This is an optimization exercise on Yosys and OpenROAD, whose aim is small area, a short achievable clock period and few clock cycles per item, not a production implementation. The RTL was checked by simulation tests, not by an equivalence proof against the original design. Power is estimated from default activity; no workload was simulated.

==> flow/design.v (outline; a module is shown in full before it is edited, if it fits) <==
// module dwibus_codec: 1543 lines
// module dw_nor2: 3 lines
// module dw_nand4: 3 lines
// module dw_ao21: 3 lines
// module dw_ai21b: 3 lines
// module dw_xor2: 3 lines
module dwibus_codec (
    input  wire         clk,
    input  wire         rst,         
    input  wire         start,       
    input  wire         op,          
    input  wire [7:0]   self_addr,   
    input  wire [479:0] frame_in,
    output wire         ready,
    output reg          done,        
    output wire [7:0]   status,
    output wire [7:0]   crc,
    output wire [479:0] frame_out
);
  // ...
==> flow/flow/run.sh <==
#!/bin/bash
# Own layout flow: the standard flow, with each port buffered by the
# smallest buffer (buf_1) instead of the one buffer_ports picks by default.
set -euo pipefail
bash standard.sh "BUFFER_PORTS_ARGS=-buffer_cell sky130_fd_sc_hd__buf_1" finish > standard_flow.log 2>&1
==> flow/standard.sh <==
#!/bin/bash
# synth_recipe.tcl (not shown) runs the flow's synth.tcl, then flattens the netlist and writes it again
# the make line also repeats each setting of config.mk as NAME=value (left out here)
make -C /OpenROAD-flow-scripts/flow DESIGN_CONFIG=/design/flow/config.mk WORK_HOME=/design/flow/orfs CLKGATE_MAP_FILE= SYNTH_SCRIPT=/design/flow/synth_recipe.tcl "${@:-finish}"
==> flow/config.mk <==
export PLATFORM = sky130hd
export DESIGN_NAME = dwibus_codec
export DESIGN_NICKNAME = dwibus_codec
export VERILOG_FILES = /design/flow/design.v
export SDC_FILE = /design/flow/constraint.sdc
export NUM_CORES = 4
export LEC_CHECK = 0
export CAP_MARGIN = 5
export CORE_AREA = 10 10 290 290
export CTS_BUF_LIST = sky130_fd_sc_hd__clkbuf_4 sky130_fd_sc_hd__clkbuf_8
export DIE_AREA = 0 0 300 300
export PLACE_DENSITY = 0.6
export SETUP_SLACK_MARGIN = 2.1
export SLEW_MARGIN = 5
export SYNTH_HIERARCHICAL = 1
export SYNTH_MINIMUM_KEEP_SIZE = 0
==> flow/constraint.sdc <==
create_clock -name core_clock -period 5.0 [get_ports {clk}]
set_input_delay 1.0000 -clock core_clock [delete_from_list [all_inputs] [get_ports {clk}]]
set_output_delay 1.0000 -clock core_clock [all_outputs]
set_load 0.01 [all_outputs]
==> summary.txt, run 1 <==
Status -> no timing/DRC/antenna violations
Tapcell Cnt -> 1,040
Hold EP -> busy$_SDFF_PP0_
# nets final -> 2,861
Largest net degree at the start of global routing -> 151
Hold path startpoint -> busy$_SDFF_PP0_
Pint -> 10.2 mW
Fill cells -> 7,733
Cell mode on critical path -> xor2_1
Die Wd -> 300 um
GRT busiest layer -> met2
CP Buf/Inv Count -> 0
Reg2Reg Depth -> 8
M1 wire length -> 32.7 mm
Netlist cell types -> 29
Relative slew slack -> 27.6%
Yosys top cell by area -> edfxtp_1
Seq/Total Area, Yosys -> 66.2%
Diodes inserted -> 5
I/O pin count -> 990
Buffers, non-clock -> 974
Die Footprint -> 90,000 um2
RR Startpoint -> img[17]$_DFFE_PN_
Area-dominant class -> sequential cells
Non-filler cells, final -> 3,472
Area grow syn2layout -> 34.1%
Most common cell after layout, fill and taps aside -> buf_1
Global Route Usage Sum -> 19.0%
Clock network fraction of design power -> 22.6%
Initial DRC Count -> 746
Root Driver -> clkbuf_8
GP Congestion -> 0.871
Final slew viol count -> 0
Testbench counts, summed over its fixed seeds: cycles 3,840, frames 1,920.
==> inputs of run 2 (changes only) <==
--- a/flow/config.mk
+++ b/flow/config.mk
@@ -6,11 +6,11 @@
 export NUM_CORES = 4
 export LEC_CHECK = 0
-export CAP_MARGIN = 5
+export CAP_MARGIN = 20
 export CORE_AREA = 10 10 290 290
 export CTS_BUF_LIST = sky130_fd_sc_hd__clkbuf_4 sky130_fd_sc_hd__clkbuf_8
 export DIE_AREA = 0 0 300 300
-export PLACE_DENSITY = 0.6
+export PLACE_DENSITY = 0.5
 export SETUP_SLACK_MARGIN = 2.1
-export SLEW_MARGIN = 5
+export SLEW_MARGIN = 20
 export SYNTH_HIERARCHICAL = 1
 export SYNTH_MINIMUM_KEEP_SIZE = 0
==> summary.txt, run 2 <==
Largest driver fanout on the critical path -> 2
Drt drc -> 0
Hold Crit Class -> reg -> reg
Netlist cell types -> 29 (unchanged)
Vias/cell -> 4.13
Reg2reg setup slack -> 2.18 ns
CP required -> 5.58 ns
Most common cell after layout, fill and taps aside -> buf_1
Final setup vio count -> 0
RR Startpoint -> img[143]$_DFFE_PN_
GR Overflow Total -> 0
Post-route clock period utilization -> 56.3%
Clock Skew -> 0.0406 ns
Detailed placement HPWL -> 80.2 mm
RR Endpoint -> syn_q[5]$_DFF_P_
Routed Antenna Nets -> 0
First-pass GRT wire length -> 125 mm
Core area -> 77,600 um2
Seq/Total Area, Yosys -> 66.2% (unchanged)
Max VDD drop -> 0.435 mV
Hold path cells -> 1
Mean Syn Cell Area -> 16.1 um2
Die Wd -> 300 um (unchanged)
Crit. End Element -> register
Sum Neg Setup Slack -> 0 ns
Dpl cells -> 3,305
I/O pin count -> 990 (unchanged)
Final instance area -> 28,700 um2
Slew of the pin with the lowest slew margin -> 1.09 ns
Crit path DAT -> 3.39 ns
Post-synth EDFFs -> 445
FF/Latch Area -> 14,000 um2
Relative slew slack -> 27.4% (-0.18 points)
GP Congestion -> 0.930 (+6.8%)
Status -> no timing/DRC/antenna violations
# nets final -> 2,864 (+0.10%)
CP startpoint kind -> register
Hold path startpoint -> busy$_SDFF_PP0_
Initial antenna violation count -> 14
Final WL -> 94.1 mm
Routed len/inst -> 27.0 um
Clock Tree Buf Depth -> 3
Clock slew at reported path FFs -> 0.06 ns
Synth top cells by count -> xor2_1, edfxtp_1, buf_4, dfxtp_1
DR pass1 iterations -> 5
Vias post-DR -> 14.4k
Die Footprint -> 90,000 um2 (unchanged)
Register with the most flip-flops -> img
Initial DRC Count -> 833 (+12%)
Initial Utilization -> 27.4%
RSZ-0062 raised after global routing -> true
Hold EP -> busy$_SDFF_PP0_
Die Ht -> 300 um
Largest net degree at the start of global routing -> 177 (+17%)
Cell Area, Synth -> 21,200 um2
Post-Syn Instances -> 1,317
Design Power -> 17.4 mW
Max Freq -> 0.355 GHz
Synth top area share -> 63.0%
Yosys top cell by area -> edfxtp_1
Top post-synthesis cells by area -> edfxtp_1, xor2_1, dfxtp_1
Leakage -> 10.5 nW
Crit Path Category -> reg -> reg
Post-DP Area -> 26,000 um2
Fin. Hold Viols -> 0
Row count -> 102
Hold_buf cts -> 0
Syn. warnings -> 7
TritonCTS buffer count -> 86
Largest register FFs -> 440
Port bufs -> 953
Final slew viol count -> 0 (unchanged)
Via count of the first global-routing pass -> 15.9k
Layout cell share with drive strength beyond 1 -> 10.3%
Pwr/cell area -> 607 nW/um2
Root Driver -> clkbuf_8
Fill cells -> 7,726 (-0.091%)
Reg2Reg Depth -> 9 (+1)
Commonest cells after routing, fill and taps aside -> buf_1, xor2_1, edfxtp_1, clkbuf_8, xor2_2
Ys flop type -> edfxtp_1
Most frequent cell after synthesis -> xor2_1
Total area of multi-input combinational cells -> 7700 um2
Max_cap viols -> 0
Fin crit period -> 2.82 ns
Non-filler cells, final -> 3,488 (+0.46%)
Area grow syn2layout -> 35.1%
Async S/R FF share, synth -> 0%
Synthesized flop and latch total -> 479
CTS sink count -> 479
Global Route Usage Sum -> 19.8% (+0.76 points)
CTS H-tree depth -> 3
CTS tree -> done
Clk latency of the worst-skew pair -> 0.68 ns
run 2: worst max-delay path by stage:
stage,from,to,slack [ns],cells past startpoint
after floorplan,busy$_SDFF_PP0_,chk_q$_DFFE_PN_,-2.46,1
after global placement,img[82]$_DFFE_PN_,crc_q[3]$_DFF_P_,1.51,8
after detailed placement,frame_in[99],ps_q[4]$_DFF_P_,1.57,8
after CTS,img[244]$_DFFE_PN_,crc_q[3]$_DFF_P_,2.06,8
after global routing,img[152]$_DFFE_PN_,crc_q[3]$_DFF_P_,2.04,8
final,img[143]$_DFFE_PN_,syn_q[5]$_DFF_P_,2.18,9
run 2: final cells by class:
type / count / share of cell area, %
clock buffers: 104 / 4.62
repair buffers: 978 / 13.4
flip-flops and latches: 479 / 49.0
multi-input cells: 825 / 26.9
well taps: 1040 / 4.54
inverters: 2 / 0.0393
clock inverters: 54 / 1.55
diodes: 6 / 0.0524
run 2: logic make-up after synthesis:
| group | Yosys count | synth area share (%) |
|---|---|---|
| AOI/OAI and AO/OA | 12 | 0.477 |
| xor gates and xnor gates | 741 | 30.6 |
| buffers and inverters | 47 | 1.61 |
| DFF | 479 | 66.2 |
| other | 2 | 0.0354 |
| and+or+nand+nor | 36 | 1.14 |
run 2: power breakdown:
part           switching, mW  internal, mW
registers              0.358          5.04
logic                   5.02          3.16
clock network           1.76          2.09
run 2: layer usage:
layer | GRT usage (%) | vias up | wire (um)
li1 | - | 6502 | -
met1 | 21.8 | 7076 | 35000
met2 | 35.5 | 689 | 49000
met3 | 6.29 | 127 | 7680
met4 | 6.31 | 4 | 2440
met5 | 0 | - | 31
run 2: stage by stage:
step / worst slack (ns) / hold slack [ns] / util (%)
4_1_cts: 2.06 / 0.391 / 36.3
3_5_place_dp: 1.57 / 0.433 / 33.5
2_1_floorplan: -2.46 / 0.416 / -
6_report: 2.18 / 0.442 / 37.0
5_1_grt: 2.04 / 0.428 / 37.0
3_3_place_gp: 1.51 / 0.428 / 33.5
run 2: timing repair:
action | CTS | global route
setup buffers | 4 | 14
cloned | 0 | 1
endpoints found under the setup margin | 87 | 84
pin swaps | 5 | 14
resized for setup | 49 | 48
run 2: critical path: stages (launching register included):
cell	delay (ns)
edfxtp_1	0.43
xor2_1	0.28
xor2_2	0.35
buf_4	0.21
xor2_4	0.24
xor2_1	0.21
xor2_1	0.24
xor2_2	0.29
xor2_1	0.29
xor2_1	0.18
run 2: modules after synthesis (local to each module, per instance):
| module | copies in the design | cells | flops+latches | area (um2) |
|---|---|---|---|---|
| dw_xor2 | 733 | 1 | 0 | 8.76 |
| dw_ai21b | 2 | 1 | 0 | 11.3 |
| dw_nand4 | 1 | 1 | 0 | 6.26 |
| dw_nor2 | 4 | 1 | 0 | 3.75 |
| dw_ao21 | 2 | 1 | 0 | 7.51 |
| dwibus_codec | 1 | 575 | 479 | 14700 |
==> inputs of run 3 (changes only) <==
--- a/flow/config.mk
+++ b/flow/config.mk
@@ -10,5 +10,5 @@
 export CTS_BUF_LIST = sky130_fd_sc_hd__clkbuf_4 sky130_fd_sc_hd__clkbuf_8
 export DIE_AREA = 0 0 300 300
-export PLACE_DENSITY = 0.5
+export PLACE_DENSITY = 0.7
 export SETUP_SLACK_MARGIN = 2.1
 export SLEW_MARGIN = 20
==> summary.txt, run 3 <==
Status -> no timing/DRC/antenna violations
Crit Path Category -> reg -> reg
Clk latency of the worst-skew pair -> 0.67 ns (about the same)
Top post-synthesis cells by area -> edfxtp_1, xor2_1, dfxtp_1
Crit. End Element -> register
Hold path cells -> 1 (unchanged)
Via count of the first global-routing pass -> 15.6k (-2.1%)
Post-synth EDFFs -> 445 (unchanged)
Relative slew slack -> 46.7% (+19 points)
Design Power -> 17.3 mW (-0.54%)
Clock Tree Buf Depth -> 3 (unchanged)
Async S/R FF share, synth -> 0% (unchanged)
DR pass1 iterations -> 5 (unchanged)
Cell Area, Synth -> 21,200 um2 (unchanged)
CP required -> 5.59 ns (about the same)
Most common cell after layout, fill and taps aside -> buf_1
Register with the most flip-flops -> img
GP Congestion -> 0.907 (-2.5%)
Slew of the pin with the lowest slew margin -> 0.800 ns (-0.288 ns)
Crit path DAT -> 3.35 ns (-0.04 ns)
Hold path startpoint -> busy$_SDFF_PP0_
Global Route Usage Sum -> 19.5% (-0.21 points)
Hold EP -> busy$_SDFF_PP0_
Non-filler cells, final -> 3,475 (-0.37%)
Area grow syn2layout -> 34.5%
FF/Latch Area -> 14,000 um2 (unchanged)
CP startpoint kind -> register
Die Ht -> 300 um (unchanged)
RR Startpoint -> img[203]$_DFFE_PN_
Largest register FFs -> 440 (unchanged)
Initial antenna violation count -> 15 (+1)
First-pass GRT wire length -> 124 mm (-1.1%)
Final setup vio count -> 0 (unchanged)
Detailed placement HPWL -> 79.3 mm (-1.2%)
TritonCTS buffer count -> 85 (-1.2%)
Clock Skew -> 0.0408 ns (+0.000142 ns)
Ys flop type -> edfxtp_1
Port bufs -> 953 (unchanged)
Leakage -> 10.5 nW (-0.50%)
Initial DRC Count -> 1,052 (+26%)
CTS sink count -> 479 (unchanged)
Mean Syn Cell Area -> 16.1 um2 (unchanged)
Post-route clock period utilization -> 55.3% (-1.1 points)
Max VDD drop -> 0.513 mV (+18%)
Row count -> 102 (unchanged)
Drt drc -> 0 (unchanged)
Fin. Hold Viols -> 0 (unchanged)
Initial Utilization -> 27.4% (unchanged)
Vias post-DR -> 14.5k (+0.94%)
RSZ-0062 raised after global routing -> true
Max_cap viols -> 0 (unchanged)
Hold Crit Class -> reg -> reg
Post-DP Area -> 26,000 um2 (+0.11%)
Hold WS -> 0.443 ns (+0.000734 ns)
Final slew viol count -> 0 (unchanged)
Post-Syn Instances -> 1,317 (unchanged)
Final instance area -> 28,500 um2 (-0.48%)
# nets final -> 2,860 (-0.14%)
Fill cells -> 7,545 (-2.3%)
CTS H-tree depth -> 3 (unchanged)
Yosys top cell by area -> edfxtp_1
Final setup margin -> 2.24 ns (+0.0537 ns)
Routed Antenna Nets -> 0 (unchanged)
Synth top area share -> 63.0% (unchanged)
Root Driver -> clkbuf_8
Synthesized flop and latch total -> 479 (unchanged)
Dpl cells -> 3,307 (+0.061%)
Commonest cells after routing, fill and taps aside -> buf_1, xor2_1, edfxtp_1, clkbuf_8, xor2_2
Clock slew at reported path FFs -> 0.06 ns (about the same)
Die Wd -> 300 um (unchanged)
CTS tree -> done
Pwr/cell area -> 607 nW/um2 (about the same)
Fin crit period -> 2.76 ns (-0.0537 ns)
Final WL -> 92.9 mm (-1.2%)
Layout cell share with drive strength beyond 1 -> 10.3% (+0.034 points)
Syn. warnings -> 7 (unchanged)
Netlist cell types -> 29 (unchanged)
Vias/cell -> 4.18 (+1.3%)
RR Endpoint -> crc_q[3]$_DFF_P_
GR Overflow Total -> 0 (unchanged)
Sum Neg Setup Slack -> 0 ns (unchanged)
Core area -> 77,600 um2 (unchanged)
Largest net degree at the start of global routing -> 121 (-32%)
Die Footprint -> 90,000 um2 (unchanged)
Worst slack at placement -> 1.41 ns (-0.155 ns)
I/O pin count -> 990 (unchanged)
Most frequent cell after synthesis -> xor2_1
Total area of multi-input combinational cells -> 7700 um2 (about the same)
Largest driver fanout on the critical path -> 2 (unchanged)
Reg2reg setup slack -> 2.24 ns (+0.05 ns)
Seq/Total Area, Yosys -> 66.2% (unchanged)
Routed len/inst -> 26.7 um (-0.84%)
Fin util -> 36.8% (-0.18 points)
Reg2Reg Depth -> 8 (-1)
Max Freq -> 0.362 GHz (+1.9%)
Synth top cells by count -> xor2_1, edfxtp_1, buf_4, dfxtp_1
-- run 3: cell counts after synthesis --
No cell type changed its count.
-- run 3: metal layers --
metal	share of wire, %	routed length [um]	vias to the layer above	GRT usage [%]
met1	37	34300	7073	22.1
li1	-	-	6478	-
met2	52	47900	826	35.0
met5	0.14	128	-	0
met3	9.4	8740	137	6.60
met4	2.0	1850	20	4.56
-- run 3: timing repair --
item | in CTS | in global routing
gates resized for setup | 43 | 51
pin swaps | 5 | 13
hold buffers | 0 | 0
endpoints found under the setup margin | 21 | 18
buffers inserted | 6 | 8
-- run 3: where the power goes --
part	switching (mW)	leakage (nW)	total (mW)	internal (mW)
combinational	5.10	4.75	8.25	3.15
sequential	0.365	4.85	5.40	5.04
clock	1.75	0.883	3.67	1.92
total	7.22	10.5	17.3	10.1
-- run 3: worst max-delay path, cell delays in order, from the launching register on --
cell      delay [ns]
edfxtp_1        0.40
xor2_1          0.26
xor2_1          0.28
xor2_1          0.48
xor2_2          0.32
xor2_1          0.25
xor2_1          0.21
xor2_1          0.27
xor2_1          0.19
-- run 3: worst max-delay path by stage --
stage	startpoint	depth (start not counted)	slack (ns)	to
floorplan	busy$_SDFF_PP0_	1	-2.46	chk_q$_DFFE_PN_
global placement	img[219]$_DFFE_PN_	8	1.35	crc_q[3]$_DFF_P_
detailed placement	img[211]$_DFFE_PN_	8	1.41	crc_q[3]$_DFF_P_
CTS	img[61]$_DFFE_PN_	8	2.06	crc_q[2]$_DFF_P_
global route	img[127]$_DFFE_PN_	8	2.05	syn_q[5]$_DFF_P_
finish	img[203]$_DFFE_PN_	8	2.24	crc_q[3]$_DFF_P_
-- run 3: Yosys stat by module (local to each module, per instance) --
module | copies in the design | cells inside | flops+latches | area, um2
dw_nand4 | 1 | 1 | 0 | 6.26
dw_ao21 | 2 | 1 | 0 | 7.51
dw_nor2 | 4 | 1 | 0 | 3.75
dw_xor2 | 733 | 1 | 0 | 8.76
dw_ai21b | 2 | 1 | 0 | 11.3
dwibus_codec | 1 | 575 | 479 | 14700
-- run 3: kinds of logic (layout without fill, tap and decap cells) --
group / count (synthesis) / after routing / synth area share, %
flops: 479 / 479 / 66.2
buf+inv: 47 / 1130 / 1.61
compound gates: 12 / 12 / 0.477
other cells: 2 / 37 / 0.0354
simple gates: 36 / 36 / 1.14
xor+xnor: 741 / 741 / 30.6
-- run 3: cell type report --
cell class              count  area share [%]
clock buffers             109            4.77
multi-input cells         825            27.0
clock inverters            44            1.10
flip-flops and latches    479            49.2
diodes                      1         0.00877
well taps                1040            4.56
inverters                   2          0.0395
repair buffers            975            13.3
==> inputs of run 4 (changes only) <==
--- a/flow/config.mk
+++ b/flow/config.mk
@@ -10,5 +10,5 @@
 export CTS_BUF_LIST = sky130_fd_sc_hd__clkbuf_4 sky130_fd_sc_hd__clkbuf_8
 export DIE_AREA = 0 0 300 300
-export PLACE_DENSITY = 0.7
+export PLACE_DENSITY = 0.6
 export SETUP_SLACK_MARGIN = 2.1
 export SLEW_MARGIN = 20
==> summary.txt, run 4 <==
Status -> no timing/DRC/antenna violations
Vias post-DR -> 14.1k (-2.7%)
Hold path cells -> 1 (unchanged)
Ys flop type -> edfxtp_1
Initial Utilization -> 27.4% (unchanged)
Core area -> 77,600 um2 (unchanged)
Max Freq -> 0.361 GHz (-0.32%)
Reg2reg setup slack -> 2.23 ns (about the same)
CTS tree -> done
CP Buf/Inv Count -> 0 (unchanged)
# nets final -> 2,861 (+0.035%)
Crit path cell chain -> xor2_1 > xor2_1 > xor2_1 > xor2_1 > xor2_1 > xor2_1 > xor2_1 > xor2_1
Hold Crit Class -> reg -> reg
Crit. End Element -> register
Hold WS -> 0.444 ns (+0.000974 ns)
Layout cell share with drive strength beyond 1 -> 9.48% (-0.84 points)
Register share of total power -> 31.5% (+0.3 points)
Reg2Reg Depth -> 8 (unchanged)
Detailed placement HPWL -> 77.3 mm (-2.5%)
CP peak stage delay -> 0.45 ns (-0.03 ns)
Pwr/cell area -> 603 nW/um2 (-0.66%)
Clock slew at reported path FFs -> 0.06 ns (about the same)
Fin util -> 36.7% (-0.11 points)
Hold path startpoint -> busy$_SDFF_PP0_
Netlist cell types -> 29 (unchanged)
Synth top cells by count -> xor2_1, edfxtp_1, buf_4, dfxtp_1
Via count of the first global-routing pass -> 15.4k (-1.5%)
Max_cap viols -> 0 (unchanged)
Die Wd -> 300 um (unchanged)
Dpl cells -> 3,306 (-0.030%)
Final WL -> 90.0 mm (-3.2%)
Largest driver fanout on the critical path -> 2 (unchanged)
Cell Area, Synth -> 21,200 um2 (unchanged)
Final setup vio count -> 0 (unchanged)
Port bufs -> 953 (unchanged)
Relative slew slack -> 27.6% (-19 points)
Routed Antenna Nets -> 0 (unchanged)
Root Driver -> clkbuf_8
Cell mode on critical path -> xor2_1
Fin crit period -> 2.77 ns (+0.00876 ns)
Most frequent cell after synthesis -> xor2_1
Area grow syn2layout -> 34.1%
RR Endpoint -> crc_q[5]$_DFF_P_
Hold EP -> busy$_SDFF_PP0_
Clk latency of the worst-skew pair -> 0.70 ns (+0.03 ns)
Syn. warnings -> 7 (unchanged)
Worst slack at placement -> 1.63 ns (+0.211 ns)
Slew of the pin with the lowest slew margin -> 1.08 ns (+0.282 ns)
Register with the most flip-flops -> img
Yosys top cell by area -> edfxtp_1
Synth top area share -> 63.0% (unchanged)
Die Ht -> 300 um (unchanged)
Initial DRC Count -> 746 (-29%)
Row count -> 102 (unchanged)
Drt drc -> 0 (unchanged)
Routed len/inst -> 25.9 um (-3.1%)
GR Overflow Total -> 0 (unchanged)
Async S/R FF share, synth -> 0% (unchanged)
Post-route clock period utilization -> 55.4% (+0.18 points)
Final slew viol count -> 0 (unchanged)
Global Route Usage Sum -> 19.0% (-0.56 points)
Crit path DAT -> 3.36 ns (about the same)
Sw Ratio -> 40.3% (-1.4 points)
Crit Path Category -> reg -> reg
DR pass1 iterations -> 4 (-1)
Initial antenna violation count -> 22 (+7)
Most common cell after layout, fill and taps aside -> buf_1
Vias/cell -> 4.07 (-2.6%)
Switch Pwr -> 6.91 mW (-4.3%)
Clock Tree Buf Depth -> 3 (unchanged)
Comb pwr share -> 45.9% (-1.8 points)
Leakage -> 10.5 nW (-0.13%)
Final setup margin -> 2.23 ns (-0.00876 ns)
Fill cells -> 7,733 (+2.5%)
Fin. Hold Viols -> 0 (unchanged)
Largest register FFs -> 440 (unchanged)
CP required -> 5.59 ns (about the same)
Largest net degree at the start of global routing -> 151 (+25%)
First-pass GRT wire length -> 119 mm (-3.4%)
Non-filler cells, final -> 3,472 (-0.086%)
GP Congestion -> 0.871 (-4.0%)
CP startpoint kind -> register
Post-Syn Instances -> 1,317 (unchanged)
Mean Syn Cell Area -> 16.1 um2 (unchanged)
Top post-synthesis cells by area -> edfxtp_1, xor2_1, dfxtp_1
TritonCTS buffer count -> 87 (+2.4%)
I/O pin count -> 990 (unchanged)
Synthesized flop and latch total -> 479 (unchanged)
Slowest stage cell, crit path -> xor2_1
Clock network fraction of design power -> 22.6% (+1.4 points)
CTS sink count -> 479 (unchanged)
Pint -> 10.2 mW (+1.4%)
RSZ-0062 raised after global routing -> true
Clock Skew -> 0.0722 ns (+0.0314 ns)
Hold_buf cts -> 0 (unchanged)
CTS H-tree depth -> 3 (unchanged)
RR Startpoint -> img[17]$_DFFE_PN_
Commonest cells after routing, fill and taps aside -> buf_1, xor2_1, edfxtp_1, clkbuf_8, xor2_2
Sum Neg Setup Slack -> 0 ns (unchanged)
Max VDD drop -> 0.404 mV (-21%)
Die Footprint -> 90,000 um2 (unchanged)
Seq/Total Area, Yosys -> 66.2% (unchanged)
Post-synth EDFFs -> 445 (unchanged)
CP delay by family, top -> XOR/XNOR gates
-- run 4: changes by cell type in the layout (fill, tap and decap cells not counted), sizes merged --
cell	before	now
buf	973	974
diode	1	5
clkinv	36	24
bufinv	2	7
inv	4	5
clkbuf	111	109
-- run 4: Yosys stat by module (local to each module, per instance) --
module,flip-flops and latches,area [um2]
dwibus_codec,479,14700
dw_nand4,0,6.26
dw_ao21,0,7.51
dw_xor2,0,8.76
dw_nor2,0,3.75
dw_ai21b,0,11.3
-- run 4: worst max path at each step --
stage,startpoint,endpoint,cells past startpoint
6_report,img[17]$_DFFE_PN_,crc_q[5]$_DFF_P_,8
5_1_grt,img[253]$_DFFE_PN_,syn_q[6]$_DFF_P_,8
4_1_cts,img[253]$_DFFE_PN_,crc_q[4]$_DFF_P_,8
3_5_place_dp,frame_in[99],pc_q[4]$_DFF_P_,8
3_3_place_gp,img[160]$_DFFE_PN_,syn_q[5]$_DFF_P_,8
2_1_floorplan,busy$_SDFF_PP0_,chk_q$_DFFE_PN_,1
-- run 4: repair_timing --
action / in CTS / in global routing
pin swaps: 4 / 8
endpoints found under the hold margin: 0 / 0
resized for setup: 36 / 38
buffers inserted: 7 / 7
endpoints found under the setup margin: 20 / 16
-- run 4: layout make-up --
type / count / area [um2] / area share [%]
multi-input combinational: 825 / 7540 / 26.5
inverter: 2 / 11.3 / 0.0396
clock buffer: 109 / 1370 / 4.81
clock inverter: 38 / 392 / 1.38
sequential: 479 / 14000 / 49.4
tap: 1040 / 1300 / 4.57
antenna: 5 / 12.5 / 0.0440
timing repair buffer: 974 / 3780 / 13.3
-- run 4: power groups by stage --
stage               Combinational [mW]  Clock (mW)  Sequential, mW
floorplan                         5.41           0            5.49
global placement                  7.68           0            5.49
detailed placement                7.78           0            5.49
CTS                               7.98        4.02            5.41
global route                      8.72        4.19            5.44
finish                            7.87        3.88            5.40
-- run 4: metal layers --
| layer | wire length, um | up-vias | track usage [%] |
|---|---|---|---|
| met3 | 8320 | 134 | 6.98 |
| met1 | 32700 | 6766 | 20.8 |
| met5 | 151 | - | 0 |
| li1 | - | 6495 | - |
| met4 | 2140 | 22 | 5.20 |
| met2 | 46700 | 722 | 34.1 |
-- run 4: cell families (layout without fill, tap and decap cells) --
family,count (synthesis),after routing,share of synthesized area [%]
xor gates and xnor gates,741,741,30.6
DFF,479,479,66.2
buffers and inverters,47,1123,1.61
and+or+nand+nor,36,36,1.14
AOI/OAI and AO/OA,12,12,0.477
other,2,41,0.0354
-- run 4: per-stage QoR --
| step | total power [mW] | cell area, um2 |
|---|---|---|
| floorplan | 10.9 | 21400 |
| global placement | 13.2 | 26000 |
| detailed placement | 13.3 | 26000 |
| CTS | 17.4 | 28100 |
| global route | 18.4 | 28400 |
| finish | 17.2 | 28500 |

re-timing with driven ports:
No port has a modelled driver above. Below, the same layouts with a new extraction and two added sets of constraints.
Step 1, drivers: a clkbuf_16 drives clk and a buf_2 each remaining input, both assumed.
Step 2 times the ports against the registers' clock, not the clock port: input delays grow and output delays shrink by t, the midpoint of the rising clock arrivals with the driver on.
a / b / c = no drivers / after step 1 / after step 2; a / b = the first two.
| run | shift t [ns] | setup WS [ns] | hold WS [ns] | latest minus earliest clock arrival (ns) | worst slew at a driven data input, ns |
|---|---|---|---|---|---|
| run 1 | 0.730 | 2.228 / 2.211 / 1.610 | 0.444 / 0.429 / 0.444 | 0.084 / 0.084 | 0.20 |
| run 2 | 0.726 | 2.184 / 2.150 / 1.619 | 0.442 / 0.442 / 0.442 | 0.043 / 0.043 | 0.18 |
| run 3 | 0.709 | 2.237 / 2.199 / 1.629 | 0.443 / 0.443 / 0.443 | 0.045 / 0.046 | 0.17 |
| run 4 | 0.730 | 2.228 / 2.211 / 1.610 | 0.444 / 0.429 / 0.444 | 0.084 / 0.084 | 0.20 |
After both steps every run listed still meets setup and hold.
